Source: an optimization exercise on an open RTL-to-GDS flow (aim: small area and a short achievable clock period). Production flows keep margins and buffers that such runs may drop.
Where RTL was checked, it was by simulation tests only, not by an equivalence proof against the original.
For run 7, only the layout was checked, not whether the RTL still works.
No activity file was given, so power comes from the tool's default toggle rates.

===== flow/run.sh =====
#!/bin/bash
# The standard layout, with the ports buffered by the smallest buffer
# (buf_1) instead of the delay buffer buffer_ports picks by default.
set -euo pipefail
bash standard.sh BUFFER_PORTS_ARGS="-buffer_cell sky130_fd_sc_hd__buf_1" finish > make_finish.log 2>&1

===== standard.sh =====
#!/bin/bash
# synth_recipe.tcl (not shown) runs the flow's synth.tcl, then flattens the netlist and writes it again
# the make line also repeats each setting of config.mk as NAME=value (left out here)
make -C /OpenROAD-flow-scripts/flow DESIGN_CONFIG=/design/flow/config.mk WORK_HOME=/design/flow/orfs CLKGATE_MAP_FILE= SYNTH_SCRIPT=/design/flow/synth_recipe.tcl "${@:-finish}"

===== config.mk =====
export PLATFORM = sky130hd
export DESIGN_NAME = tap_core
export DESIGN_NICKNAME = tap_core
export VERILOG_FILES = /design/flow/design.v
export SDC_FILE = /design/flow/constraint.sdc
export NUM_CORES = 4
export LEC_CHECK = 0
export CAP_MARGIN = 20
export CORE_MARGIN = 2
export CORE_UTILIZATION = 40
export CTS_CLUSTER_DIAMETER = 120
export CTS_CLUSTER_SIZE = 24
export SETUP_SLACK_MARGIN = 2.72
export SLEW_MARGIN = 20
export SYNTH_HIERARCHICAL = 1

===== constraint.sdc =====
create_clock -name core_clock -period 5.0 [get_ports {clk}]
set_input_delay 1.0000 -clock core_clock [delete_from_list [all_inputs] [get_ports {clk}]]
set_output_delay 1.0000 -clock core_clock [all_outputs]
set_load 0.01 [all_outputs]

===== design.v =====
module tap_fsm (
    input  wire [3:0] state,
    input  wire       c,
    output reg  [3:0] next
);
    localparam RTI    = 4'b0000, SEL_DR = 4'b0001, CAP_DR = 4'b0010, SH_DR  = 4'b0011,
               EX1_DR = 4'b0100, PAU_DR = 4'b0101, EX2_DR = 4'b0110, UPD_DR = 4'b0111,
               TLR    = 4'b1000, SEL_IR = 4'b1001, CAP_IR = 4'b1010, SH_IR  = 4'b1011,
               EX1_IR = 4'b1100, PAU_IR = 4'b1101, EX2_IR = 4'b1110, UPD_IR = 4'b1111;
    always @(*) begin
        case (state)
            TLR:    next = c ? TLR    : RTI;
            RTI:    next = c ? SEL_DR : RTI;
            SEL_DR: next = c ? SEL_IR : CAP_DR;
            CAP_DR: next = c ? EX1_DR : SH_DR;
            SH_DR:  next = c ? EX1_DR : SH_DR;
            EX1_DR: next = c ? UPD_DR : PAU_DR;
            PAU_DR: next = c ? EX2_DR : PAU_DR;
            EX2_DR: next = c ? UPD_DR : SH_DR;
            UPD_DR: next = c ? SEL_DR : RTI;
            SEL_IR: next = c ? TLR    : CAP_IR;
            CAP_IR: next = c ? EX1_IR : SH_IR;
            SH_IR:  next = c ? EX1_IR : SH_IR;
            EX1_IR: next = c ? UPD_IR : PAU_IR;
            PAU_IR: next = c ? EX2_IR : PAU_IR;
            EX2_IR: next = c ? UPD_IR : SH_IR;
            default: next = c ? SEL_DR : RTI;    
        endcase
    end
endmodule
module ir_decode (
    input  wire [7:0] value,
    input  wire       hi_nz,
    output reg  [3:0] code
);
    always @(*) begin
        if (hi_nz) code = 4'd14;
        else begin
            case (value)
                8'h83:   code = 4'd0;    
                8'h84:   code = 4'd1;    
                8'h85:   code = 4'd2;    
                8'h41:   code = 4'd3;    
                8'h43:   code = 4'd4;    
                8'hFF:   code = 4'd5;    
                8'h13:   code = 4'd6;    
                8'h14:   code = 4'd7;    
                8'h15:   code = 4'd8;    
                8'h44:   code = 4'd9;    
                8'h46:   code = 4'd10;   
                8'h22:   code = 4'd11;   
                8'h24:   code = 4'd12;   
                8'h61:   code = 4'd13;   
                default: code = 4'd14;   
            endcase
        end
    end
endmodule
module shift_field #(
    parameter W = 128
) (
    input  wire         clk,
    input  wire         shl,
    input  wire         hold,
    input  wire         din,
    input  wire [7:0]   set_hi,
    input  wire [15:0]  set_lo,
    output reg  [W-1:0] q
);
    wire [W-1:0] prev = {q[W-2:0], din};
    wire [W-1:0] d;
    genvar i;
    generate
        for (i = 0; i < W; i = i + 1) begin : g_bit
            field_bit u_bit (
                .shl  (shl),
                .hold (hold),
                .prev (prev[i]),
                .cur  (q[i]),
                .sa   (set_hi[i / 16]),
                .sb   (set_lo[i % 16]),
                .d    (d[i])
            );
        end
    endgenerate
    always @(posedge clk)
        q <= d;
endmodule
module field_bit (
    input  wire shl,
    input  wire hold,
    input  wire prev,
    input  wire cur,
    input  wire sa,
    input  wire sb,
    output wire d
);
    assign d = (shl & prev) | (hold & cur) | (sa & sb);
endmodule
module tap_core (
    input  wire         clk,
    input  wire         rst,
    input  wire         frame,
    input  wire         c,
    input  wire         t,
    input  wire         h,
    output wire         ev_valid,
    output wire         ev_kind,
    output wire [127:0] ev_to_target,
    output wire [127:0] ev_to_host,
    output wire [3:0]   ev_instr,
    output wire [1:0]   fault
);
    localparam RTI = 4'b0000;
    reg  [3:0] tap;
    reg        flt;
    reg  [7:0] len;
    reg        hi_nz;      
    reg        upd_q;      
    wire [3:0] tap_next;
    wire mode   = tap[3];                   
    wire is_cap = (tap[2:0] == 3'b010);
    wire is_sh  = (tap[2:0] == 3'b011);
    wire full   = len[7];                   
    wire ok_sh  = ~flt & is_sh & ~full;
    wire ok_cap = ~flt & is_cap;
    wire live   = frame & ~flt;
    wire sh     = frame & ok_sh;
    wire clr    = frame & ok_cap;
    tap_fsm u_fsm (
        .state (tap),
        .c     (c),
        .next  (tap_next)
    );
    always @(posedge clk) begin
        if (rst) begin
            tap   <= RTI;
            flt   <= 1'b0;
            upd_q <= 1'b0;
        end else if (live) begin
            if (is_sh & full) begin
                flt   <= 1'b1;
            end else begin
                tap   <= tap_next;
                upd_q <= (tap_next[2:0] == 3'b111);
            end
        end
    end
    always @(posedge clk) begin
        if (clr)     len <= 8'd0;
        else if (sh) len <= len + 8'd1;
    end
    always @(posedge clk) begin
        if (clr)                                  hi_nz <= 1'b0;
        else if (sh & mode & t & (|len[6:3]))     hi_nz <= 1'b1;
    end
    wire [7:0]  dec_hi = 8'd1 << len[6:4];
    wire [15:0] dec_lo = 16'd1 << len[3:0];
    wire ok_tt_shl = ok_sh & ~mode;         
    wire ok_th_shl = ok_sh & mode;          
    wire [7:0] ok_tt_set = dec_hi & {8{ok_sh & mode}};
    wire [7:0] ok_th_set = dec_hi & {8{ok_sh & ~mode}};
    wire [127:0] tt, th;
    shift_field u_tt (
        .clk    (clk),
        .shl    (frame & ok_tt_shl),
        .hold   (~(frame & (ok_tt_shl | ok_cap))),
        .din    (t),
        .set_hi (ok_tt_set & {8{frame & t}}),
        .set_lo (dec_lo),
        .q      (tt)
    );
    shift_field u_th (
        .clk    (clk),
        .shl    (frame & ok_th_shl),
        .hold   (~(frame & (ok_th_shl | ok_cap))),
        .din    (h),
        .set_hi (ok_th_set & {8{frame & h}}),
        .set_lo (dec_lo),
        .q      (th)
    );
    wire [3:0] code;
    reg  [3:0] instr_q;
    ir_decode u_dec (
        .value (tt[7:0]),
        .hi_nz (hi_nz),
        .code  (code)
    );
    always @(posedge clk)
        instr_q <= code;
    ev_gate u_ev (
        .frame    (frame),
        .ok       (upd_q),
        .ev_valid (ev_valid)
    );
    assign ev_kind      = mode;
    assign ev_instr     = instr_q;
    assign ev_to_target = tt;
    assign ev_to_host   = th;
    assign fault        = {flt, 1'b0};
endmodule
module ev_gate (
    input  wire frame,
    input  wire ok,
    output wire ev_valid
);
    assign ev_valid = frame & ok;
endmodule

==> results of run 1 <==
per-layer routing:
layer / up-vias / GRT usage, % / share of wire [%] / wire [um]
met5: - / 0 / 0 / 0
met4: 0 / 4.387 / 1.5 / 579
met3: 33 / 6.554 / 10 / 3876
met2: 537 / 40.07 / 46 / 17310
met1: 4946 / 34.73 / 42 / 15750
li1: 4563 / - / - / -
Yosys stat by module, one instance, submodules excluded:
module	cells inside	flops+latches	times used
shift_field	128	128	2
tap_core	146	19	1
ir_decode	59	0	1
ev_gate	1	0	1
field_bit	2	0	256
tap_fsm	19	0	1
registers in the layout, indices dropped and copies added, names as in the netlist:
signal / cells
u_th.q: 128
u_tt.q: 128
len: 8
instr_q: 4
tap: 4
flt: 1
hi_nz: 1
upd_q: 1
how the worst min path moves through the flow:
stage | from | to | slack, ps | depth (start not counted)
after global placement | upd_q | upd_q | 460 | 2
after detailed placement | u_th.q[127] | u_th.q[127] | 450 | 2
after CTS | u_th.q[127] | u_th.q[127] | 480 | 2
final | upd_q | upd_q | 490 | 2
after global routing | u_th.q[127] | u_th.q[127] | 520 | 2
after floorplan | upd_q | upd_q | 440 | 2
area by class of cell:
cell class | instances | share of cell area, %
Timing Repair Buffer | 307 | 11.63
Clock buffer | 15 | 2.950
Sequential cell | 275 | 43.38
Inverter | 265 | 7.816
Multi-Input combinational cell | 441 | 30.78
Clock inverter | 2 | 0.1966
Tap cell | 330 | 3.245
worst min-delay path: stages (launching register included):
cell     delay (ps)
dfxtp_1         330
o21ai_0          60
a21oi_1          60
power by group through the flow:
stage	Sequential, mW	Combinational, mW	Clock (mW)
final	2.22	0.178	1.28
after global routing	2.22	0.187	1.39
after CTS	2.22	0.162	1.31
after detailed placement	2.27	0.148	0
after global placement	2.27	0.146	0
after floorplan	2.26	0.0914	0
stage by stage:
stage | setup WS, ps | total power, mW
6_report | 2657 | 3.670
5_1_grt | 2654 | 3.796
4_1_cts | 2648 | 3.686
3_5_place_dp | 1421 | 2.413
3_3_place_gp | 1451 | 2.411
2_1_floorplan | -2249 | 2.348
cells in the final DEF (no fill, tap or decap), types with 3 or more instances in the layout:
master     synthesis  final
nor2_1            28     10
buf_1              0    266
clkbuf_16          0     17
nand2_1            7      7
o21ai_0           10     10
nand4b_1           3      3
nor3b_1            3      3
nor2_4             0     15
nand2b_1           6      5
buf_4              6     28
dfxtp_1          275    263
nor2_2             1      5
dfxtp_2            0     12
nor4b_1            3      3
nand4_1            4      4
buf_12             0      4
inv_1            265    265
a21oi_1           13     13
and2_1            14     11
and3b_1            3      3
and3_1             6      5
o31ai_1            4      4
buf_6              1      3
or3_1              4      4
a222oi_1         256    256
nor2b_1           10      7
nor3_1             9      8
nand3_1           11     11
ha_1               6      6
logic make-up (layout without fill, tap and decap cells):
group,after synthesis,after routing,share of synthesized area [%]
multiplexers,2,2,0.1941
AND/OR/NAND/NOR,125,127,7.095
XOR/XNOR,2,2,0.1698
flip-flops,275,275,53.37
other,1,1,0.03635
buffers and inverters,279,589,10.50
adder cells (fa/ha/maj),6,6,0.7277
AO/OA/AOI/OAI,303,303,27.91
timing repair:
item,4_1_cts,5_1_grt
resized for setup,49,14
pin swaps,8,6
endpoints found under the setup margin,263,255
gates cloned,4,4
setup buffers,11,11
==> run_results.csv, run 1 <==
group,metric,value,unit
run_status,outcome,"timing/DRC/antenna clean",
synth,netlist_area,0.01032,mm^2
worst_setup_path,crit_slowest_cell,"and2_4",
finish,multi_input_area,0.003918,mm^2
timing,timing.hold.ws,489.5,ps
grt,gr-total-overflow,0,
timing,finalHoldViolations,0,
synth,yosysMostFrequentCell,"dfxtp_1",
place,portBuffers,268,
worst_setup_path,slowest_delay,130,ps
detailed_routing,drt-total-wl,37510,um
floorplanning,io_pins,270,
worst_setup_path,path_depth,3,
floorplanning,rows,58,
cts,clk_pin_slew,100,ps
grt,grt_max_degree,129,
worst_setup_path,critPathLaunch,"frame",
cts,cts_hold_buf,0,
finish,fin_cells,1635,
cts,worst_skew_pair.late_latency,510,ps
place,place_area,0.01179,mm^2
power,seqPwrFrac,60.4,%
timing,rsz0062_at_grt,"true",
finish,drive_gt1_share,8.199,%
floorplanning,initial_core_util,40.85,%
timing,drv_slew,0,
synth,synth_top_area_share,53.37,%
timing,max-slew-margin-rel,20.51,%
synth,syn_inst,993,
detailed_routing,ant_nets,0,
floorplanning,die_area,0.02709,mm^2
timing,fmax,426.8,MHz
synth,synth_area_leaders,"dfxtp_1, a222oi_1, inv_1, nor2_1, and2_1",
power,power_frac_comb,4.9,%
synth,ys_ff_latch,275,
detailed_routing,dr.pass1.iters,13,
grt,grt_pass1_vias,8669,
finish,regArea,0.005520,mm^2
power,ir_drop,0.3129,mV
worst_setup_path,worstSetupStartpointType,"input port",
grt,grt_pass1_wl,53050,um
timing,setup_violations,0,
synth,async_reset_ff_share,0,%
cts,cts_tree,"built",
worst_setup_path,r2r_end,"u_th.q[39]",
grt,track_usage,25.12,%
worst_setup_path,critPathMaxFanout,5,
worst_setup_path,reg2reg_slack,2870,ps
synth,synth_flop_cell,"dfxtp_1",
cts,cts_max_level,1,
synth,ys_types,54,
worst_setup_path,crit_end,"ev_valid",
detailed_routing,wl_per_cell,22.94,um
detailed_routing,post_drt_via_cell_ratio,6.165,
worst_setup_path,path_class,"input port to output port",
synth,ys.warnings.count,10,
synth,syn_avg_cell_area,10.39,um^2
worst_setup_path,path_delay_family,"buffers and inverters",
worst_setup_path,worstSetupEndpointType,"output port",
run,max-cap-violations,0,
cts,clock-sinks,275,
power,p_int,2.794,mW
power,leakage,6.290,nW
finish,area_growth,23.36,%
power,power_density,288.4,mW/mm^2
grt,antenna_found_initial,0,
finish,design_area,0.01273,mm^2
synth,synth_area_leader_cell,"dfxtp_1",
floorplanning,die_w,164.6,um
worst_hold_path,hp-class,"flip-flop to flip-flop",
place,globalplace.congestion,0.7582,
worst_setup_path,crit_required,4000,ps
timing,finalCriticalPeriod,2343,ps
synth,syn_nets,1005,
synth,synth-edff-count,0,
place,dp_hpwl,21890,um
cts,cts_buffers,15,
timing,setup_tns,0,ps
timing,worstMarginPinSlew,1192,ps
power,p_switching,875.4,uW
finish,final_core_util,50.39,%
finish,nNetsFinal,1317,
timing,period_share,46.86,%
worst_setup_path,rr_worst_depth,6,
power,power_frac_clock,34.8,%
cts,cts_buffer_depth,3,
worst_setup_path,crit_chain,"buf_8 -> and2_4 -> buf_6",
cts,root_buffer,"clkbuf_16",
worst_setup_path,critPathBufInv,2,
finish,fill_cells,2425,
timing,fin_skew,40.60,ps
floorplanning,core,0.02525,mm^2
floorplanning,die_y,164.6,um
detailed_routing,vias,10080,
detailed_routing,drc_errors,0,
detailed_routing,drtIter0Drc,2339,
worst_setup_path,arrival,1340,ps
finish,antenna_cells,0,
place,placed_cells,1588,
synth,ys_seq_area_share,53.37,%
worst_setup_path,regToRegStartpoint,"tap[0]",
power,swShare,23.85,%
synth,synth_common_cells,"dfxtp_1, inv_1, a222oi_1",
==> run 2: changes to the inputs <==
--- a/config.mk
+++ b/config.mk
@@ -12,3 +12,4 @@
 export CTS_CLUSTER_SIZE = 24
-export SETUP_SLACK_MARGIN = 2.72
+export PLACE_DENSITY = 0.95
+export SETUP_SLACK_MARGIN = 2.65
 export SLEW_MARGIN = 20
==> run 2 against run 1 <==
Register-to-register slack worse by 180 ps. Flip-flop and latch count unchanged. Fmax down 0.52%. Clock power about the same. Critical endpoint unchanged. Largest cell class unchanged. Largest power group unchanged. Highest routed layer unchanged.
==> run_results.csv, run 2 <==
group,metric,value,unit
finish,reg_top3,"u_th.q x128, u_tt.q x128, len x8",
floorplanning,rows,58,
cts,cts_max_level,1,
synth,syn_nets,1005,
timing,max-slew-margin-rel,12.21,%
synth,netlist_area,0.01032,mm^2
grt,grt_max_degree,129,
cts,clock-sinks,275,
synth,synth_top_area_share,53.37,%
synth,yosys.area_share.xor_xnor,0.1698,%
synth,syn_avg_cell_area,10.39,um^2
cts,worst_skew_pair.late_latency,510,ps
timing,worstMarginPinSlew,1317,ps
detailed_routing,post_drt_via_cell_ratio,6.459,
worst_setup_path,arrival,1360,ps
grt,antenna_found_initial,0,
power,leakage,6.188,nW
floorplanning,die_y,164.6,um
timing,rsz0062_at_grt,"true",
synth,synth-compound-area-share,27.91,%
floorplanning,initial_core_util,40.85,%
synth,synth_area_leaders,"dfxtp_1, a222oi_1, inv_1, nor2_1, and2_1",
worst_setup_path,worstSetupEndpointType,"output port",
finish,layout_commonest_cell,"dfxtp_1",
finish,final_cell_mix,"dfxtp_1, buf_1, inv_1",
cts,cts_buffer_depth,3,
run,max-cap-violations,0,
power,power_density,292.0,mW/mm^2
synth,yosysMostFrequentCell,"dfxtp_1",
detailed_routing,drt-total-wl,38270,um
finish,fin_cells,1626,
grt,grt_pass1_wl,55540,um
place,dp_hpwl,23960,um
synth,synth_area_leader_cell,"dfxtp_1",
timing,fmax,424.6,MHz
finish,nNetsFinal,1307,
grt,gr-total-overflow,0,
place,globalplace.congestion,0.8332,
finish,antenna_cells,0,
detailed_routing,wl_per_cell,23.54,um
timing,period_share,47.11,%
run_status,outcome,"timing/DRC/antenna clean",
detailed_routing,drtIter0Drc,2778,
worst_setup_path,crit_chain,"buf_8 -> and2_4 -> buf_6",
synth,synth_flop_cell,"dfxtp_1",
detailed_routing,vias,10500,
worst_setup_path,crit_required,4000,ps
synth,synth_top_family_by_area,"compound AO/OA/AOI/OAI gates",
floorplanning,die_w,164.6,um
timing,finalCriticalPeriod,2355,ps
worst_setup_path,path_delay_family,"buffers and inverters",
timing,fin_skew,30.46,ps
floorplanning,io_pins,270,
finish,area_growth,21.75,%
place,pre_cts_slack,1435,ps
cts,cts_tree,"built",
synth,ys_types,54,
timing,finalHoldViolations,0,
synth,ys_seq_area_share,53.37,%
power,ir_drop,0.2562,mV
synth,ys.warnings.count,10,
synth,async_reset_ff_share,0,%
place,placed_cells,1593,
timing,layout_setup_ws,2645,ps
finish,fill_cells,2258,
worst_setup_path,worstSetupStartpointType,"input port",
timing,drv_slew,0,
detailed_routing,dr.pass1.iters,12,
worst_setup_path,path_class,"input port to output port",
place,portBuffers,268,
floorplanning,die_area,0.02709,mm^2
synth,yosys.area_share.adder,0.7277,%
synth,ys_ff_latch,275,
worst_setup_path,slowest_delay,130,ps
cts,root_buffer,"clkbuf_16",
worst_setup_path,critPathBufInv,2,
synth,yosys-mux-area-fraction,0.1941,%
synth,syn_inst,993,
synth,synth_common_cells,"dfxtp_1, inv_1, a222oi_1",
grt,track_usage,26.46,%
timing,setup_violations,0,
finish,drive_gt1_share,7.022,%
floorplanning,core,0.02525,mm^2
synth,yosys.area_share.simple,7.095,%
timing,timing.hold.ws,492.1,ps
synth,synth-edff-count,0,
cts,cts_buffers,15,
cts,clk_pin_slew,90,ps
cts,cts_hold_buf,0,
worst_hold_path,hp-class,"flip-flop to flip-flop",
detailed_routing,drc_errors,0,
grt,grt_pass1_vias,9308,
worst_setup_path,crit_slowest_cell,"and2_4",
detailed_routing,ant_nets,0,
worst_setup_path,critPathMaxFanout,6,
run 2: changes by cell type in the layout (fill, tap and decap cells not counted), moves of 2 or more:
cell	previous run	this run
clkbuf_16	17	15
buf_6	3	5
nor2_2	5	1
dfxtp_2	12	8
dfxtp_1	263	267
buf_4	28	20
bufbuf_16	2	0
nor2_4	15	20
run 2: area by class of cell:
class | instances | area, um^2 | share of cell area, %
timing repair buffer | 295 | 1280 | 10.19
clock inverter | 2 | 25.02 | 0.1992
sequential | 275 | 5515 | 43.91
clock buffer | 16 | 379.1 | 3.019
tap | 330 | 412.9 | 3.288
multi-input combinational | 443 | 3953 | 31.47
inverter | 265 | 994.7 | 7.920
run 2: metal layers:
layer  up-vias  wire (um)  track usage [%]  part of all wire [%]
met5         -          0                0                     0
met4         0       1560            10.95                   4.1
met3       110       4906            5.902                    13
met2       816      17720            42.34                    46
met1      5044      14080            34.58                    37
li1       4533          -                -                     -
run 2: modules after synthesis, one instance, submodules excluded:
module,cell area [um^2],flops+latches,cells inside,times used
shift_field,2562,128,128,2
tap_core,1140,19,146,1
ir_decode,416.6,0,59,1
tap_fsm,105.1,0,19,1
field_bit,13.76,0,2,256
ev_gate,6.256,0,1,1
run 2: cell families (layout without fill, tap and decap cells):
group | count (synthesis) | count (layout)
and+or+nand+nor | 125 | 129
buffers and inverters | 279 | 578
adders and majority gates | 6 | 6
other | 1 | 1
muxes | 2 | 2
AOI/OAI and AO/OA | 303 | 303
DFF | 275 | 275
xor gates and xnor gates | 2 | 2
run 2: tightest hold or removal path: cells and delay by family, from the launching register on:
family	cells	cell delay [ps]
buffers and inverters	1	50
DFF	1	350
AOI/OAI and AO/OA	1	70
run 2: worst paths after layout:
kind	startpoint	endpoint	slack [ps]	depth (start not counted)
max	frame	ev_valid	2640	3
min	u_th.q[127]	u_th.q[127]	490	2
max reg2reg	tap[2]	u_th.q[88]	2690	6
min reg2reg	u_th.q[127]	u_th.q[127]	490	2
run 2: report_power, final:
part | switching [mW] | leakage (nW) | internal, mW
Combinational | 0.133 | 3.77 | 0.0364
Sequential | 0.0194 | 2.22 | 2.20
Clock | 0.726 | 0.197 | 0.555
run 2: timing repair:
item                       in CTS  in global routing
buffers inserted               11                  0
cloned                          4                  0
setup endpoints to repair     260                259
pin swaps                       7                  2
gates resized for setup        50                  9
run 2: metrics by stage:
| step | util, % | total power, mW | area [um^2] | setup TNS (ps) |
|---|---|---|---|---|
| 2_1_floorplan | - | 2.348 | 10340 | -282910 |
| 4_1_cts | 49.61 | 3.673 | 12530 | 0 |
| 3_5_place_dp | 46.80 | 2.416 | 11820 | 0 |
| 3_3_place_gp | 46.78 | 2.410 | 11820 | 0 |
| 6_report | 49.73 | 3.667 | 12560 | 0 |
| 5_1_grt | 49.73 | 3.758 | 12560 | 0 |
==> run 3: changes to the inputs <==
--- a/config.mk
+++ b/config.mk
@@ -12,3 +12,2 @@
 export CTS_CLUSTER_SIZE = 24
-export PLACE_DENSITY = 0.95
 export SETUP_SLACK_MARGIN = 2.65
==> run 3 against run 2 <==
Power shrank 0.74%. Register-to-register slack gained 110 ps. Clock-buffer cell count shrank 1. Combinational power shrank 6%. Clock power is essentially flat. Via count shrank 5.3%. Utilization grew 0.13 points. Synthesized area is the same. Still clean.
==> run_results.csv, run 3 <==
group,metric,value,unit
place,place_area,0.01179,mm^2
place,pre_cts_slack,1421,ps
synth,synth-edff-count,0,
cts,cts_buffer_depth,3,
synth,ys_ff_latch,275,
synth,synth_area_leader_cell,"dfxtp_1",
synth,synth_common_cells,"dfxtp_1, inv_1, a222oi_1",
worst_setup_path,worstSetupStartpointType,"input port",
floorplanning,io_pins,270,
detailed_routing,drc_errors,0,
detailed_routing,drtIter0Drc,2166,
timing,fmax,425.5,MHz
power,leakage,6.194,nW
synth,synth_area_leaders,"dfxtp_1, a222oi_1, inv_1, nor2_1, and2_1",
power,p_int,2.784,mW
power,total_power,3.640,mW
run_status,outcome,"timing/DRC/antenna clean",
timing,setup_tns,0,ps
cts,clock-sinks,275,
detailed_routing,post_drt_via_cell_ratio,6.140,
cts,worst_skew_pair.late_latency,510,ps
grt,track_usage,24.73,%
synth,syn_inst,993,
finish,final_cell_mix,"buf_1, inv_1, dfxtp_1",
synth,netlist_area,0.01032,mm^2
timing,fin_skew,40.44,ps
grt,grt_max_degree,129,
worst_hold_path,hp-class,"flip-flop to flip-flop",
floorplanning,die_w,164.6,um
cts,cts_buffers,15,
finish,area_growth,22.06,%
worst_setup_path,arrival,1350,ps
detailed_routing,wl_per_cell,22.26,um
finish,fin_cells,1620,
finish,layout_commonest_cell,"buf_1",
power,ir_drop,0.3106,mV
synth,ys_types,54,
synth,syn_nets,1005,
timing,max-slew-margin-rel,22.78,%
place,globalplace.congestion,0.7582,
cts,root_buffer,"clkbuf_16",
finish,drive_gt1_share,6.899,%
finish,antenna_cells,0,
grt,grt_pass1_wl,52320,um
timing,layout_setup_ws,2650,ps
power,swShare,23.51,%
timing,period_share,47.00,%
timing,drv_slew,0,
cts,clk_pin_slew,100,ps
synth,syn_avg_cell_area,10.39,um^2
worst_setup_path,worstSetupEndpointType,"output port",
timing,rsz0062_at_grt,"true",
worst_setup_path,critPathMaxFanout,5,
detailed_routing,vias,9946,
detailed_routing,drt-total-wl,36070,um
synth,synth_flop_cell,"dfxtp_1",
cts,cts_hold_buf,0,
synth,synth_top_area_share,53.37,%
grt,antenna_found_initial,0,
place,portBuffers,268,
timing,finalHoldViolations,0,
finish,final_core_util,49.86,%
floorplanning,initial_core_util,40.85,%
timing,timing.hold.ws,488.9,ps
finish,fill_cells,2436,
place,placed_cells,1588,
run,max-cap-violations,0,
grt,gr-total-overflow,0,
worst_setup_path,crit_required,4000,ps
detailed_routing,ant_nets,0,
cts,cts_tree,"built",
floorplanning,die_area,0.02709,mm^2
timing,worstMarginPinSlew,1158,ps
synth,async_reset_ff_share,0,%
power,power_frac_clock,34.7,%
finish,design_area,0.01259,mm^2
finish,reg_top3,"u_th.q x128, u_tt.q x128, len x8",
worst_setup_path,path_class,"input port to output port",
power,seqPwrFrac,60.9,%
detailed_routing,dr.pass1.iters,14,
power,power_density,289.1,mW/mm^2
finish,nNetsFinal,1302,
cts,cts_max_level,1,
synth,ys.warnings.count,10,
grt,grt_pass1_vias,8587,
power,power_frac_comb,4.4,%
floorplanning,rows,58,
power,p_switching,855.7,uW
floorplanning,core,0.02525,mm^2
place,dp_hpwl,21890,um
timing,setup_violations,0,
floorplanning,die_y,164.6,um
timing,finalCriticalPeriod,2350,ps
synth,yosysMostFrequentCell,"dfxtp_1",
synth,ys_seq_area_share,53.37,%
[run 3: changes by cell type in the layout (fill, tap and decap cells not counted), sizes merged]
cell / before / now
and3: 8 / 7
bufbuf: 0 / 1
nor2: 31 / 30
buf: 295 / 290
[run 3: worst paths after layout]
| check | from | to | slack [ps] | cells after the start |
|---|---|---|---|---|
| setup / recovery | frame | ev_valid | 2650 | 3 |
| hold / removal | upd_q | upd_q | 490 | 2 |
| setup reg to reg | len[7] | u_tt.q[9] | 2800 | 7 |
| hold reg to reg | upd_q | upd_q | 490 | 2 |
[run 3: area by class of cell]
class	count	area (um^2)	share of cell area, %
clock buffer	15	375.4	2.981
timing repair buffer	292	1346	10.69
multi-input combinational	441	3920	31.13
inverter	265	994.7	7.899
sequential	275	5518	43.82
clock inverter	2	25.02	0.1987
tap	330	412.9	3.279
[run 3: repair_timing]
item / in CTS / in global routing
gates cloned: 2 / 2
buffers inserted: 8 / 3
resized for setup: 47 / 13
pin swaps: 10 / 3
endpoints found under the setup margin: 261 / 258
[run 3: cells by family (layout without fill, tap and decap cells)]
kind of cell,count (synthesis),in the layout,share of synthesized area (%)
compound gates,303,303,27.91
buf+inv,279,574,10.50
flops,275,275,53.37
simple gates,125,127,7.095
fa+ha+maj,6,6,0.7277
xor+xnor,2,2,0.1698
mux,2,2,0.1941
other cells,1,1,0.03635
[run 3: power by group through the flow]
stage / sequential (mW) / clock, mW / combinational (mW)
final: 2.22 / 1.26 / 0.159
after global routing: 2.22 / 1.39 / 0.171
after CTS: 2.22 / 1.31 / 0.154
after detailed placement: 2.27 / 0 / 0.148
after global placement: 2.27 / 0 / 0.146
after floorplan: 2.26 / 0 / 0.0914
[run 3: critical path: stages]
cell and delay [ps]:
buf_8 110, and2_4 130, buf_6 110
[run 3: per-layer routing]
layer	GRT usage [%]	routed length [um]	vias to the layer above	share of wire, %
met2	39.22	16640	530	46
met3	6.554	3838	28	11
met4	4.190	488	0	1.4
met1	34.37	15100	4857	42
li1	-	-	4531	-
met5	0	0	-	0
[run 3: modules after synthesis, one instance, submodules excluded]
module       cells  flip-flops and latches  times used  area, um^2
shift_field    128                     128           2        2562
tap_core       146                      19           1        1140
ir_decode       59                       0           1       416.6
tap_fsm         19                       0           1       105.1
field_bit        2                       0         256       13.76
ev_gate          1                       0           1       6.256
==> run 4: changes to the inputs <==
--- a/config.mk
+++ b/config.mk
@@ -12,2 +12,3 @@
 export CTS_CLUSTER_SIZE = 24
+export PLACE_DENSITY = 0.75
 export SETUP_SLACK_MARGIN = 2.65
==> run 4 against run 3 <==
Clock skew decreased by 8.4 ps. Via count rose by 1.5%. Fmax barely moved. Critical path type unchanged. Highest routed layer unchanged. Non-clock buffer count grew 3. Synthesized area stayed put. Clock power about the same. Critical path depth did not move. Still clean on timing, DRC and antenna.
==> run_results.csv, run 4 <==
group,metric,value,unit
finish,layout_commonest_cell,"dfxtp_1",
finish,antenna_cells,0,
synth,syn_avg_cell_area,10.39,um^2
floorplanning,initial_core_util,40.85,%
synth,synth-edff-count,0,
detailed_routing,ant_nets,0,
floorplanning,rows,58,
timing,rsz0062_at_grt,"true",
worst_setup_path,regToRegStartpoint,"len[0]",
synth,async_reset_ff_share,0,%
timing,worstMarginPinSlew,1218,ps
worst_setup_path,worstSetupStartpointType,"input port",
worst_setup_path,r2r_end,"u_tt.q[127]",
power,leakage,6.198,nW
power,power_density,290.1,mW/mm^2
grt,gr-total-overflow,0,
timing,finalHoldViolations,0,
cts,clk_pin_slew,90,ps
cts,cts_buffer_depth,3,
synth,synth_flop_cell,"dfxtp_1",
cts,cts_hold_buf,0,
power,power_frac_comb,4.7,%
finish,reg_top3,"u_th.q x128, u_tt.q x128, len x8",
timing,max-slew-margin-rel,18.83,%
finish,drive_gt1_share,7.049,%
synth,synth_area_leader_cell,"dfxtp_1",
timing,finalCriticalPeriod,2348,ps
worst_setup_path,worstSetupEndpointType,"output port",
grt,grt_max_degree,117,
run_status,outcome,"timing/DRC/antenna clean",
detailed_routing,drc_errors,0,
timing,fmax,425.9,MHz
cts,cts_max_level,1,
synth,synth_area_leaders,"dfxtp_1, a222oi_1, inv_1, nor2_1, and2_1",
worst_hold_path,hold_depth,2,
worst_setup_path,critPathLaunch,"frame",
power,ir_drop,0.3143,mV
cts,cts_tree,"built",
synth,synth_common_cells,"dfxtp_1, inv_1, a222oi_1",
grt,antenna_found_initial,0,
finish,area_growth,21.83,%
power,swShare,23.51,%
power,total_power,3.646,mW
place,dp_hpwl,21640,um
worst_hold_path,worstHoldStart,"u_th.q[127]",
floorplanning,die_y,164.6,um
timing,timing.hold.ws,480.1,ps
worst_setup_path,reg2reg_slack,2790,ps
grt,grt_pass1_vias,8722,
synth,netlist_area,0.01032,mm^2
synth,ys_types,54,
finish,multi_input_area,0.003885,mm^2
timing,fin_skew,32.01,ps
synth,yosysMostFrequentCell,"dfxtp_1",
worst_setup_path,arrival,1350,ps
synth,syn_inst,993,
detailed_routing,drtIter0Drc,2158,
worst_hold_path,whs_endpoint,"u_th.q[127]",
synth,ys_ff_latch,275,
timing,drv_slew,0,
floorplanning,die_w,164.6,um
place,portBuffers,268,
cts,worst_skew_pair.late_latency,500,ps
place,globalplace.congestion,0.8433,
cts,cts_buffers,15,
power,p_switching,857.3,uW
cts,clock-sinks,275,
finish,final_cell_mix,"dfxtp_1, buf_1, inv_1",
detailed_routing,dr.pass1.iters,13,
worst_setup_path,rr_worst_depth,5,
detailed_routing,drt-total-wl,35350,um
floorplanning,core,0.02525,mm^2
detailed_routing,post_drt_via_cell_ratio,6.226,
detailed_routing,wl_per_cell,21.81,um
power,power_frac_clock,34.6,%
synth,synth_top_area_share,53.37,%
detailed_routing,vias,10090,
grt,track_usage,24.33,%
synth,ys_seq_area_share,53.37,%
synth,ys.warnings.count,10,
finish,fill_cells,2343,
finish,regArea,0.005514,mm^2
cts,root_buffer,"clkbuf_16",
grt,grt_pass1_wl,51740,um
finish,final_core_util,49.77,%
timing,setup_violations,0,
floorplanning,die_area,0.02709,mm^2
run,max-cap-violations,0,
power,seqPwrFrac,60.8,%
worst_hold_path,hp-class,"flip-flop to flip-flop",
worst_setup_path,critPathMaxFanout,5,
floorplanning,io_pins,270,
finish,nNetsFinal,1303,
timing,period_share,46.96,%
worst_setup_path,path_class,"input port to output port",
synth,syn_nets,1005,
power,p_int,2.789,mW
worst_setup_path,crit_required,4000,ps
[run 4: logic make-up after synthesis]
kind of cell             after synthesis  synth area share [%]
multiplexers                           2                0.1941
XOR/XNOR                               2                0.1698
other                                  1               0.03635
adder cells (fa/ha/maj)                6                0.7277
AO/OA/AOI/OAI                        303                 27.91
flip-flops                           275                 53.37
buffers and inverters                279                 10.50
AND/OR/NAND/NOR                      125                 7.095
[run 4: modules after synthesis (local to each module, per instance)]
module       copies in the design  area (um^2)  cells inside  flip-flops and latches
tap_fsm                         1        105.1            19                       0
ir_decode                       1        416.6            59                       0
field_bit                     256        13.76             2                       0
ev_gate                         1        6.256             1                       0
shift_field                     2         2562           128                     128
tap_core                        1         1140           146                      19
[run 4: critical path, stage by stage]
cell    delay [ps]
buf_12         110
and2_4         130
buf_6          110
[run 4: worst max path at each step]
stage	end	slack [ps]	cells after the start
after CTS	u_tt.q[22]	2550	5
after global placement	u_tt.q[25]	1470	7
after floorplan	u_tt.q[0]	-2250	6
after detailed placement	u_th.q[104]	1370	8
after global routing	ev_valid	2640	3
final	ev_valid	2650	3
[run 4: timing repair]
action,CTS,global route
gates resized for setup,47,11
pin swaps,2,6
buffers inserted,5,12
endpoints found under the setup margin,261,247
[run 4: metal layers]
layer / share of wire [%] / routed length [um] / track usage, % / vias to the layer above
li1: - / - / - / 4533
met1: 40 / 14120 / 33.41 / 4892
met2: 46 / 16350 / 39.58 / 618
met3: 12 / 4181 / 5.048 / 50
met4: 2.0 / 697 / 5.296 / 0
met5: 0 / 0 / 0 / -
[run 4: area by class of cell]
type | count | area share, %
Sequential cell | 275 | 43.87
Multi-Input combinational cell | 439 | 30.91
Timing Repair Buffer | 295 | 10.83
Inverter | 265 | 7.914
Tap cell | 330 | 3.285
Clock buffer | 15 | 2.987
Clock inverter | 2 | 0.1991
[run 4: power groups by stage]
stage               logic (mW)  clock network (mW)  registers, mW
floorplan               0.0914                   0           2.26
global placement         0.145                   0           2.26
detailed placement       0.148                   0           2.27
CTS                      0.157                1.29           2.22
global route             0.179                1.35           2.22
finish                   0.170                1.26           2.22
[run 4: through the flow]
stage / worst slack [ps] / TNS [ps] / cell area [um^2] / std cells
after floorplan: -2249 / -282910 / 10340 / 993
after global placement: 1470 / 0 / 11760 / 1587
after detailed placement: 1374 / 0 / 11760 / 1587
after CTS: 2549 / 0 / 12360 / 1609
after global routing: 2643 / 0 / 12570 / 1621
final: 2652 / 0 / 12570 / 1621
==> run 5: changes to the inputs <==
--- a/config.mk
+++ b/config.mk
@@ -12,3 +12,3 @@
 export CTS_CLUSTER_SIZE = 24
-export PLACE_DENSITY = 0.75
+export PLACE_DENSITY = 0.85
 export SETUP_SLACK_MARGIN = 2.65
==> run 5 against run 4 <==
Die area stayed put. Global-route usage rose by 0.61 points. Largest power group unchanged. Critical path type unchanged. Hold slack gained 11 ps. Power about the same. Clock power about the same. Fmax increased by 0.11%.
==> run_results.csv, run 5 <==
group,metric,value,unit
power,seqPwrFrac,60.8,%
finish,regArea,0.005515,mm^2
synth,ys.warnings.count,10,
finish,drive_gt1_share,6.589,%
synth,ys_ff_latch,275,
finish,area_growth,20.96,%
cts,cts_max_level,1,
worst_hold_path,hp-class,"flip-flop to flip-flop",
cts,root_buffer,"clkbuf_16",
grt,antenna_found_initial,0,
detailed_routing,drt-total-wl,36470,um
timing,period_share,46.91,%
timing,finalCriticalPeriod,2346,ps
detailed_routing,post_drt_via_cell_ratio,6.339,
synth,yosys-mux-area-fraction,0.1941,%
worst_setup_path,slowest_delay,130,ps
power,power_frac_comb,4.5,%
cts,cts_buffers,15,
run_status,outcome,"timing/DRC/antenna clean",
timing,fmax,426.3,MHz
finish,antenna_cells,0,
synth,synth_top_family_by_area,"compound AO/OA/AOI/OAI gates",
synth,netlist_area,0.01032,mm^2
timing,finalHoldViolations,0,
finish,multi_input_area,0.003885,mm^2
power,swShare,23.63,%
detailed_routing,wl_per_cell,22.51,um
detailed_routing,drc_errors,0,
grt,grt_max_degree,129,
detailed_routing,wl_met3,4351,um
floorplanning,initial_core_util,40.85,%
synth,synth_area_leader_cell,"dfxtp_1",
grt,gr-total-overflow,0,
worst_setup_path,path_delay_family,"buffers and inverters",
detailed_routing,vias,10270,
synth,synth_common_cells,"dfxtp_1, inv_1, a222oi_1",
floorplanning,io_pins,270,
timing,fin_skew,30.56,ps
cts,cts_tree,"built",
synth,yosys.area_share.simple,7.095,%
cts,cts_buffer_depth,3,
power,ir_drop,0.2681,mV
floorplanning,die_y,164.6,um
power,power_frac_clock,34.7,%
worst_setup_path,arrival,1350,ps
finish,layout_commonest_cell,"dfxtp_1",
cts,clk_pin_slew,80,ps
run,max-cap-violations,0,
grt,grt_pass1_wl,52850,um
finish,fill_cells,2301,
worst_setup_path,crit_required,4000,ps
finish,final_cell_mix,"dfxtp_1, buf_1, inv_1",
detailed_routing,wl_met2,17200,um
synth,yosys.area_share.adder,0.7277,%
detailed_routing,routed.top_layer,"met4",
worst_setup_path,path_class,"input port to output port",
cts,cts_hold_buf,0,
timing,max-slew-margin-rel,18.93,%
place,placed_cells,1589,
worst_setup_path,crit_slowest_cell,"and2_4",
floorplanning,die_w,164.6,um
synth,yosysMostFrequentCell,"dfxtp_1",
synth,synth_area_leaders,"dfxtp_1, a222oi_1, inv_1, nor2_1, and2_1",
worst_setup_path,critPathBufInv,2,
timing,drv_slew,0,
floorplanning,die_area,0.02709,mm^2
synth,synth-compound-area-share,27.91,%
worst_setup_path,worstSetupStartpointType,"input port",
worst_setup_path,crit_chain,"buf_8 -> and2_4 -> buf_6",
synth,async_reset_ff_share,0,%
worst_setup_path,critPathMaxFanout,5,
cts,worst_skew_pair.late_latency,510,ps
synth,ys_seq_area_share,53.37,%
place,dp_hpwl,22770,um
timing,rsz0062_at_grt,"true",
detailed_routing,dr.pass1.iters,14,
timing,worstMarginPinSlew,1216,ps
power,leakage,6.160,nW
timing,setup_violations,0,
finish,nNetsFinal,1302,
place,portBuffers,268,
power,p_switching,861.6,uW
grt,grt_pass1_vias,8941,
finish,final_core_util,49.41,%
place,globalplace.congestion,0.8536,
detailed_routing,ant_nets,0,
detailed_routing,drtIter0Drc,2697,
grt,track_usage,24.94,%
synth,syn_nets,1005,
synth,syn_inst,993,
floorplanning,core,0.02525,mm^2
synth,ys_types,54,
floorplanning,rows,58,
synth,synth_flop_cell,"dfxtp_1",
cts,clock-sinks,275,
finish,fin_cells,1620,
power,power_density,292.2,mW/mm^2
finish,reg_top3,"u_th.q x128, u_tt.q x128, len x8",
detailed_routing,wl_met1,14070,um
worst_setup_path,worstSetupEndpointType,"output port",
synth,synth_top_area_share,53.37,%
synth,syn_avg_cell_area,10.39,um^2
synth,synth-edff-count,0,
power,p_int,2.785,mW
synth,yosys.area_share.xor_xnor,0.1698,%
[run 5: final cells by class]
cell class                      count  area share, %
Clock buffer                       15          3.008
Clock inverter                      2         0.2005
Inverter                          265          7.972
Multi-Input combinational cell    441          31.13
Sequential cell                   275          44.20
Tap cell                          330          3.309
Timing Repair Buffer              292          10.18
[run 5: metrics by stage]
stage | power (mW) | hold slack (ps) | setup slack [ps] | TNS [ps] | instance area [um^2]
2_1_floorplan | 2.348 | 438.5 | -2249 | -282910 | 10340
6_report | 3.646 | 491.6 | 2654 | 0 | 12480
3_3_place_gp | 2.411 | 458.8 | 1564 | 0 | 11800
3_5_place_dp | 2.413 | 469.1 | 1476 | 0 | 11800
4_1_cts | 3.658 | 494.2 | 2651 | 0 | 12400
5_1_grt | 3.757 | 514.9 | 2646 | 0 | 12480
[run 5: path summary, 6_finish.rpt]
path | start | endpoint | slack, ps | cells past startpoint
hold / removal | upd_q | upd_q | 490 | 2
setup / recovery | frame | ev_valid | 2650 | 3
hold reg to reg | upd_q | upd_q | 490 | 2
setup reg to reg | len[1] | u_tt.q[75] | 2770 | 5
[run 5: cell families after synthesis]
family | Yosys count
AOI/OAI and AO/OA | 303
xor gates and xnor gates | 2
adders and majority gates | 6
buffers and inverters | 279
DFF | 275
muxes | 2
other | 1
and+or+nand+nor | 125
[run 5: worst reg2reg max path: stages, from the launching register on]
cell and delay (ps):
dfxtp_1 440, ha_1 290, ha_1 190, and2_1 870
a222oi_1 250, inv_1 110
[run 5: repair_timing]
| action | CTS | global route |
|---|---|---|
| pin swaps | 6 | 4 |
| endpoints found under the setup margin | 260 | 236 |
| gates resized for setup | 44 | 6 |
| cloned | 2 | 0 |
| endpoints found under the hold margin | 0 | 0 |
| setup buffers | 5 | 7 |
[run 5: Yosys stat by module (local to each module, per instance)]
module,area [um^2],cells inside,times used,flip-flops and latches
ev_gate,6.256,1,1,0
shift_field,2562,128,2,128
ir_decode,416.6,59,1,0
field_bit,13.76,2,256,0
tap_core,1140,146,1,19
tap_fsm,105.1,19,1,0
[run 5: metal layers]
layer,track usage [%],vias to the layer above
li1,-,4515
met1,33.29,4992
met2,40.62,710
met3,5.475,52
met4,7.273,0
met5,0,-
[run 5: power groups by stage]
stage          Combinational, mW  Clock (mW)  Sequential (mW)
2_1_floorplan             0.0914           0             2.26
3_3_place_gp               0.146           0             2.26
3_5_place_dp               0.148           0             2.26
4_1_cts                    0.155        1.29             2.21
5_1_grt                    0.175        1.36             2.22
6_report                   0.165        1.27             2.22
==> run 6: changes to the inputs <==
--- a/config.mk
+++ b/config.mk
@@ -9,3 +9,3 @@
 export CORE_MARGIN = 2
-export CORE_UTILIZATION = 40
+export CORE_UTILIZATION = 45
 export CTS_CLUSTER_DIAMETER = 120
==> run 6 against run 5 <==
Power fell by 0.67%. Fmax rose by 0.18%. Sequential power barely moved. Via count fell by 0.75%. Register-to-register slack got worse by 50 ps. Flip-flop and latch count did not move. Synthesized cell count did not move. Synthesized area did not move. Critical endpoint unchanged. Utilization rose by 5.7 points. First-iteration DRC count fell by 3.9%. Die area fell by 11%.
==> run_results.csv, run 6 <==
group,metric,value,unit
place,place_area,0.01171,mm^2
finish,layout_commonest_cell,"dfxtp_1",
synth,ys_ff_latch,275,
detailed_routing,post_drt_via_cell_ratio,6.492,
worst_setup_path,worstSetupStartpointType,"input port",
timing,setup_violations,0,
finish,fill_cells,1974,
power,p_int,2.778,mW
floorplanning,io_pins,270,
detailed_routing,vias,10190,
timing,drv_slew,0,
worst_setup_path,crit_slowest_cell,"and2_4",
place,dp_hpwl,21100,um
synth,syn_avg_cell_area,10.39,um^2
grt,grt_pass1_wl,51490,um
worst_setup_path,arrival,1340,ps
cts,cts_max_level,1,
cts,root_buffer,"clkbuf_16",
timing,fmax,427.1,MHz
cts,cts_hold_buf,0,
power,power_frac_clock,34.4,%
grt,gr-total-overflow,0,
timing,rsz0062_at_grt,"true",
synth,synth_common_cells,"dfxtp_1, inv_1, a222oi_1",
worst_hold_path,hp-class,"flip-flop to flip-flop",
timing,max-slew-margin-rel,19.17,%
synth,synth_flop_cell,"dfxtp_1",
cts,worst_skew_pair.late_latency,490,ps
timing,setup_tns,0,ps
place,globalplace.congestion,0.8563,
worst_setup_path,crit_chain,"buf_8 -> and2_4 -> buf_6",
timing,worstMarginPinSlew,1212,ps
detailed_routing,drt-total-wl,35210,um
synth,syn_nets,1005,
synth,synth-edff-count,0,
timing,layout_setup_ws,2658,ps
synth,synth_area_leaders,"dfxtp_1, a222oi_1, inv_1, nor2_1, and2_1",
finish,antenna_cells,0,
synth,synth_area_leader_cell,"dfxtp_1",
floorplanning,rows,55,
timing,finalHoldViolations,0,
floorplanning,die_w,155.4,um
detailed_routing,dr.pass1.iters,9,
synth,yosysMostFrequentCell,"dfxtp_1",
worst_setup_path,critPathBufInv,2,
timing,period_share,46.83,%
cts,cts_buffer_depth,3,
finish,drive_gt1_share,6.304,%
power,p_switching,844.0,uW
synth,synth_top_area_share,53.37,%
floorplanning,die_area,0.02415,mm^2
grt,antenna_found_initial,0,
detailed_routing,wl_per_cell,22.42,um
place,pre_cts_slack,1394,ps
synth,ys.warnings.count,10,
power,seqPwrFrac,61.2,%
cts,cts_buffers,15,
timing,finalCriticalPeriod,2342,ps
worst_setup_path,worstSetupEndpointType,"output port",
detailed_routing,drtIter0Drc,2593,
synth,ys_seq_area_share,53.37,%
synth,async_reset_ff_share,0,%
power,ir_drop,0.2467,mV
run_status,outcome,"timing/DRC/antenna clean",
floorplanning,core,0.02257,mm^2
worst_setup_path,path_class,"input port to output port",
grt,grt_max_degree,129,
place,portBuffers,268,
floorplanning,die_y,155.4,um
worst_setup_path,path_delay_family,"buffers and inverters",
power,leakage,6.150,nW
cts,clock-sinks,275,
worst_setup_path,slowest_delay,130,ps
finish,area_growth,20.47,%
timing,fin_skew,20.53,ps
power,power_density,291.4,mW/mm^2
worst_setup_path,critPathMaxFanout,4,
floorplanning,initial_core_util,45.70,%
finish,final_core_util,55.06,%
detailed_routing,ant_nets,0,
cts,clk_pin_slew,80,ps
grt,grt_pass1_vias,8744,
finish,reg_top3,"u_th.q x128, u_tt.q x128, len x8",
detailed_routing,drc_errors,0,
power,power_frac_comb,4.4,%
finish,final_cell_mix,"dfxtp_1, buf_1, inv_1",
power,swShare,23.30,%
synth,netlist_area,0.01032,mm^2
synth,ys_types,54,
grt,track_usage,26.86,%
cts,cts_tree,"built",
synth,syn_inst,993,
finish,design_area,0.01243,mm^2
run,max-cap-violations,0,
worst_setup_path,crit_required,4000,ps
finish,nNetsFinal,1298,
[run 6: cell counts after synthesis]
Identical to the previous run, type by type.
[run 6: final timing paths]
path	from	cells past startpoint	slack, ps	to
worst max-delay path	frame	3	2660	ev_valid
worst min-delay path	upd_q	2	490	upd_q
worst max register to register	len[0]	5	2720	u_tt.q[75]
worst min register to register	upd_q	2	490	upd_q
[run 6: cell families (layout without fill, tap and decap cells)]
group           count (synthesis)  after routing  share of synthesized area [%]
fa+ha+maj                       6              6                         0.7277
buf+inv                       279            570                          10.50
simple gates                  125            126                          7.095
compound gates                303            303                          27.91
other cells                     1              1                        0.03635
flops                         275            275                          53.37
mux                             2              2                         0.1941
xor+xnor                        2              2                         0.1698
[run 6: power groups by stage]
| stage | registers, mW | logic (mW) | clock network, mW |
|---|---|---|---|
| CTS | 2.22 | 0.150 | 1.27 |
| global route | 2.22 | 0.169 | 1.34 |
| finish | 2.22 | 0.158 | 1.25 |
| detailed placement | 2.27 | 0.143 | 0 |
| floorplan | 2.26 | 0.0914 | 0 |
| global placement | 2.26 | 0.141 | 0 |
[run 6: per-module statistics from Yosys (local to each module, per instance)]
module / cells / copies in the design / flip-flops and latches / area, um^2
ev_gate: 1 / 1 / 0 / 6.256
tap_fsm: 19 / 1 / 0 / 105.1
ir_decode: 59 / 1 / 0 / 416.6
tap_core: 146 / 1 / 19 / 1140
shift_field: 128 / 2 / 128 / 2562
field_bit: 2 / 256 / 0 / 13.76
[run 6: through the flow]
| stage | hold WS (ps) | power, mW | cells |
|---|---|---|---|
| 2_1_floorplan | 438.5 | 2.348 | 993 |
| 3_3_place_gp | 449.9 | 2.406 | 1538 |
| 3_5_place_dp | 467.9 | 2.409 | 1539 |
| 4_1_cts | 487.8 | 3.635 | 1565 |
| 5_1_grt | 514.5 | 3.728 | 1570 |
| 6_report | 490.5 | 3.622 | 1570 |
[run 6: layout make-up]
cell class	instances	area [um^2]	share of cell area (%)
multi-input combinational	440	3887	31.28
sequential	275	5515	44.38
tap	285	356.6	2.869
clock inverter	1	16.27	0.1309
clock buffer	15	375.4	3.020
inverter	265	994.7	8.004
timing repair buffer	289	1282	10.32
[run 6: timing repair]
item,CTS,global route
endpoints found under the hold margin,0,0
endpoints found under the setup margin,261,259
setup buffers,8,4
pin swaps,8,4
resized for setup,44,8
gates cloned,2,1
[run 6: metal layers]
layer / track usage (%) / share of wire (%)
met1: 35.85 / 38
met2: 43.66 / 46
met3: 6.407 / 13
met4: 7.471 / 3.0
met5: 0 / 0
[run 6: worst reg2reg max path, delay by kind of cell (launching register included)]
kind                     cells  cell delay (ps)
flip-flops                   1              460
AO/OA/AOI/OAI                1              240
buffers and inverters        1              110
adder cells (fa/ha/maj)      2              520
AND/OR/NAND/NOR              1              880
==> run 7: changes to the inputs <==
--- a/design.v
+++ b/design.v
@@ -119,12 +119,10 @@
     reg        upd_q;      
+    reg        ok_sh;      
+    reg        ok_cap;     
     wire [3:0] tap_next;
-    wire mode   = tap[3];                   
-    wire is_cap = (tap[2:0] == 3'b010);
-    wire is_sh  = (tap[2:0] == 3'b011);
-    wire full   = len[7];                   
-    wire ok_sh  = ~flt & is_sh & ~full;
-    wire ok_cap = ~flt & is_cap;
-    wire live   = frame & ~flt;
-    wire sh     = frame & ok_sh;
-    wire clr    = frame & ok_cap;
+    wire mode = tap[3];                     
+    wire full = len[7];                     
+    wire live = frame & ~flt;
+    wire sh   = frame & ok_sh;
+    wire clr  = frame & ok_cap;
     tap_fsm u_fsm (
@@ -134,19 +132,13 @@
     );
+    wire       overflow = live & (tap[2:0] == 3'b011) & full;
+    wire [3:0] tap_d    = rst ? RTI  : (live & ~overflow) ? tap_next : tap;
+    wire       flt_d    = rst ? 1'b0 : (flt | overflow);
+    wire [7:0] len_d    = clr ? 8'd0 : sh ? len + 8'd1 : len;
     always @(posedge clk) begin
-        if (rst) begin
-            tap   <= RTI;
-            flt   <= 1'b0;
-            upd_q <= 1'b0;
-        end else if (live) begin
-            if (is_sh & full) begin
-                flt   <= 1'b1;
-            end else begin
-                tap   <= tap_next;
-                upd_q <= (tap_next[2:0] == 3'b111);
-            end
-        end
-    end
-    always @(posedge clk) begin
-        if (clr)     len <= 8'd0;
-        else if (sh) len <= len + 8'd1;
+        tap    <= tap_d;
+        flt    <= flt_d;
+        len    <= len_d;
+        upd_q  <= ~flt_d & (tap_d[2:0] == 3'b111);
+        ok_sh  <= ~flt_d & (tap_d[2:0] == 3'b011) & ~len_d[7];
+        ok_cap <= ~flt_d & (tap_d[2:0] == 3'b010);
     end
--- a/config.mk
+++ b/config.mk
@@ -9,6 +9,5 @@
 export CORE_MARGIN = 2
-export CORE_UTILIZATION = 45
+export CORE_UTILIZATION = 40
 export CTS_CLUSTER_DIAMETER = 120
 export CTS_CLUSTER_SIZE = 24
-export PLACE_DENSITY = 0.85
 export SETUP_SLACK_MARGIN = 2.65
==> run 7 against run 6 <==
Clock-buffer cell count increased by 1. Worst setup slack got worse by 9.3 ps. Routed wire length is 3.0% higher. Design area increased by 1.5%.
==> run_results.csv, run 7 <==
group,metric,value,unit
cts,cts_buffer_depth,3,
floorplanning,die_w,165.0,um
detailed_routing,ant_nets,0,
timing,finalHoldViolations,0,
synth,synth-edff-count,0,
detailed_routing,drc_errors,0,
cts,cts_buffers,15,
floorplanning,die_area,0.02722,mm^2
detailed_routing,wl_per_cell,22.36,um
synth,synth_top_area_share,53.49,%
synth,ys_ff_latch,277,
worst_setup_path,crit_chain,"buf_12 -> and2_4 -> buf_6",
worst_setup_path,worstSetupStartpointType,"input port",
worst_setup_path,crit_slowest_cell,"and2_4",
grt,gr-total-overflow,0,
timing,setup_violations,0,
floorplanning,core,0.02533,mm^2
worst_setup_path,slowest_delay,130,ps
place,portBuffers,268,
finish,design_area,0.01261,mm^2
floorplanning,die_y,165.0,um
synth,syn_nets,1002,
timing,layout_setup_ws,2649,ps
worst_hold_path,worstHoldStart,"ok_cap",
synth,async_reset_ff_share,0,%
timing,fin_skew,12.88,ps
floorplanning,io_pins,270,
worst_setup_path,r2r_end,"u_tt.q[73]",
place,dp_hpwl,21450,um
worst_setup_path,arrival,1350,ps
synth,synth_area_leaders,"dfxtp_1, a222oi_1, inv_1, nor2_1, and2_1",
finish,fin_cells,1621,
place,globalplace.congestion,0.8051,
cts,cts_tree,"built",
finish,nNetsFinal,1303,
grt,grt_max_degree,96,
synth,ys_types,56,
finish,reg_top3,"u_th.q x128, u_tt.q x128, len x8",
worst_hold_path,hp-class,"flip-flop to flip-flop",
finish,area_growth,21.65,%
worst_hold_path,hold_depth,1,
finish,regArea,0.005553,mm^2
synth,synth_flop_cell,"dfxtp_1",
power,leakage,6.277,nW
grt,grt_pass1_wl,52580,um
worst_setup_path,worstSetupEndpointType,"output port",
floorplanning,rows,58,
place,placed_cells,1582,
synth,yosysMostFrequentCell,"dfxtp_1",
synth,synth_area_leader_cell,"dfxtp_1",
finish,multi_input_area,0.003923,mm^2
synth,ys_seq_area_share,53.49,%
worst_setup_path,reg2reg_slack,2780,ps
finish,drive_gt1_share,6.971,%
cts,clk_pin_slew,100,ps
timing,worstMarginPinSlew,1251,ps
cts,worst_skew_pair.late_latency,500,ps
worst_setup_path,rr_worst_depth,4,
worst_setup_path,crit_required,4000,ps
timing,drv_slew,0,
grt,grt_pass1_vias,8562,
detailed_routing,drtIter0Drc,2082,
timing,rsz0062_at_grt,"true",
timing,fmax,425.4,MHz
worst_hold_path,whs_endpoint,"hi_nz",
worst_setup_path,regToRegStartpoint,"len[3]",
detailed_routing,vias,9808,
synth,syn_inst,990,
timing,timing.hold.ws,430.3,ps
detailed_routing,dr.pass1.iters,10,
grt,track_usage,24.98,%
finish,fill_cells,2485,
timing,finalCriticalPeriod,2351,ps
timing,max-slew-margin-rel,16.62,%
detailed_routing,post_drt_via_cell_ratio,6.051,
timing,period_share,47.02,%
cts,cts_hold_buf,0,
cts,clock-sinks,277,
cts,root_buffer,"clkbuf_16",
place,pre_cts_slack,1318,ps
detailed_routing,drt-total-wl,36250,um
worst_setup_path,critPathMaxFanout,7,
synth,syn_avg_cell_area,10.47,um^2
cts,cts_max_level,1,
grt,antenna_found_initial,1,
worst_setup_path,path_class,"input port to output port",
run_status,outcome,"timing/DRC/antenna clean",
power,power_density,299.8,mW/mm^2
synth,netlist_area,0.01037,mm^2
finish,layout_commonest_cell,"dfxtp_1",
power,ir_drop,0.2400,mV
finish,antenna_cells,0,
synth,ys.warnings.count,10,
timing,setup_tns,0,ps
synth,synth_common_cells,"dfxtp_1, inv_1, a222oi_1",
run,max-cap-violations,0,
finish,final_cell_mix,"dfxtp_1, inv_1, buf_1",
floorplanning,initial_core_util,40.93,%
place,place_area,0.01183,mm^2
==> run 7: changes by cell type after synthesis, moves of 3 or more <==
cell / delta
nand2_1: +9
a21oi_1: -7
o21ai_0: -7
nand3_1: -6
xnor2_1: +5
inv_1: +4
nand4_1: -3
nand4b_1: -3
or3_1: +3
==> run 7: per-stage QoR <==
step           power (mW)  utilization [%]
6_report            3.781            49.80
5_1_grt             3.921            49.80
4_1_cts             3.811            49.01
3_5_place_dp        2.515            46.72
3_3_place_gp        2.515            46.72
2_1_floorplan       2.417                -
==> run 7: metal layers <==
metal	up-vias	routed length, um	track usage [%]
li1	4497	-	-
met4	0	374	3.281
met1	4819	15170	34.90
met3	29	4079	6.429
met5	-	0	0
met2	463	16630	39.91
==> run 7: kinds of logic (layout without fill, tap and decap cells) <==
group,after synthesis,in the layout,synth area share (%)
buffers and inverters,282,578,10.58
XOR/XNOR,8,8,0.6759
AND/OR/NAND/NOR,126,131,7.024
flip-flops,277,277,53.49
adder cells (fa/ha/maj),6,6,0.7241
other,1,1,0.03617
AO/OA/AOI/OAI,290,290,27.47
==> run 7: how the worst max path moves through the flow <==
stage | startpoint | endpoint | depth (start not counted)
floorplan | frame | u_tt.q[0] | 5
global placement | frame | u_th.q[108] | 6
detailed placement | frame | u_th.q[110] | 6
CTS | tap[3] | u_tt.q[90] | 5
global route | frame | ev_valid | 3
finish | frame | ev_valid | 3
==> run 7: area by class of cell <==
cell class | count | area share [%]
Clock buffer | 16 | 3.085
Inverter | 269 | 8.006
Sequential cell | 277 | 44.03
Timing Repair Buffer | 292 | 10.42
Tap cell | 330 | 3.274
Multi-Input combinational cell | 436 | 31.10
Clock inverter | 1 | 0.08929
==> run 7: Yosys stat by module, one instance, submodules excluded <==
module / cells inside / flip-flops and latches / copies in the design
ev_gate: 1 / 0 / 1
tap_core: 143 / 21 / 1
shift_field: 128 / 128 / 2
ir_decode: 59 / 0 / 1
field_bit: 2 / 0 / 256
tap_fsm: 19 / 0 / 1
==> run 7: critical path: cells and delay by family <==
family,cells,cell delay (ps)
buffers and inverters,2,220
AND/OR/NAND/NOR,1,130
==> run 7: where the power goes <==
part / internal [mW] / total (mW) / switching [mW]
Clock: 0.564 / 1.30 / 0.734
Combinational: 0.0512 / 0.229 / 0.178
Sequential: 2.22 / 2.25 / 0.0326
Total: 2.84 / 3.78 / 0.945
==> run 7: what timing repair did <==
action                     in CTS  in global routing
gates resized for setup        32                  6
setup endpoints to repair     261                238
hold endpoints to repair        0                  0
cloned                          4                  1
pin swaps                       7                  8
setup buffers                   3                 14

[static timing again, ports no longer ideal]
Ports are ideal in the flow. The routed layouts listed here were re-timed in OpenROAD.
Step 1 assumes that a clkbuf_16 drives the clock port and a buf_2 every other input.
Step 2 times the ports against the registers' clock, not the clock port: input delays grow and output delays shrink by t, the midpoint of the rising clock arrivals with the driver on.
Slacks: no drivers / after step 1 / after step 2; pairs: no drivers / after step 1.
run	t, ns	slack for setup (ns)	hold WS [ns]
run 1	0.540	2.657 / 2.617 / 2.222	0.489 / 0.489 / 0.489
run 2	0.542	2.645 / 2.603 / 2.098	0.492 / 0.492 / 0.492
run 3	0.540	2.650 / 2.611 / 2.220	0.489 / 0.489 / 0.489
run 4	0.535	2.652 / 2.605 / 2.218	0.480 / 0.480 / 0.480
run 5	0.538	2.654 / 2.616 / 2.215	0.492 / 0.492 / 0.492
run 6	0.526	2.658 / 2.612 / 2.138	0.491 / 0.491 / 0.491
run 7	0.538	2.649 / 2.599 / 2.275	0.430 / 0.430 / 0.430
After both steps setup and hold are still met in every run listed. The setup slack of run 2, which loses most, moves by -0.042 ns with the drivers and by -0.547 ns with both steps.
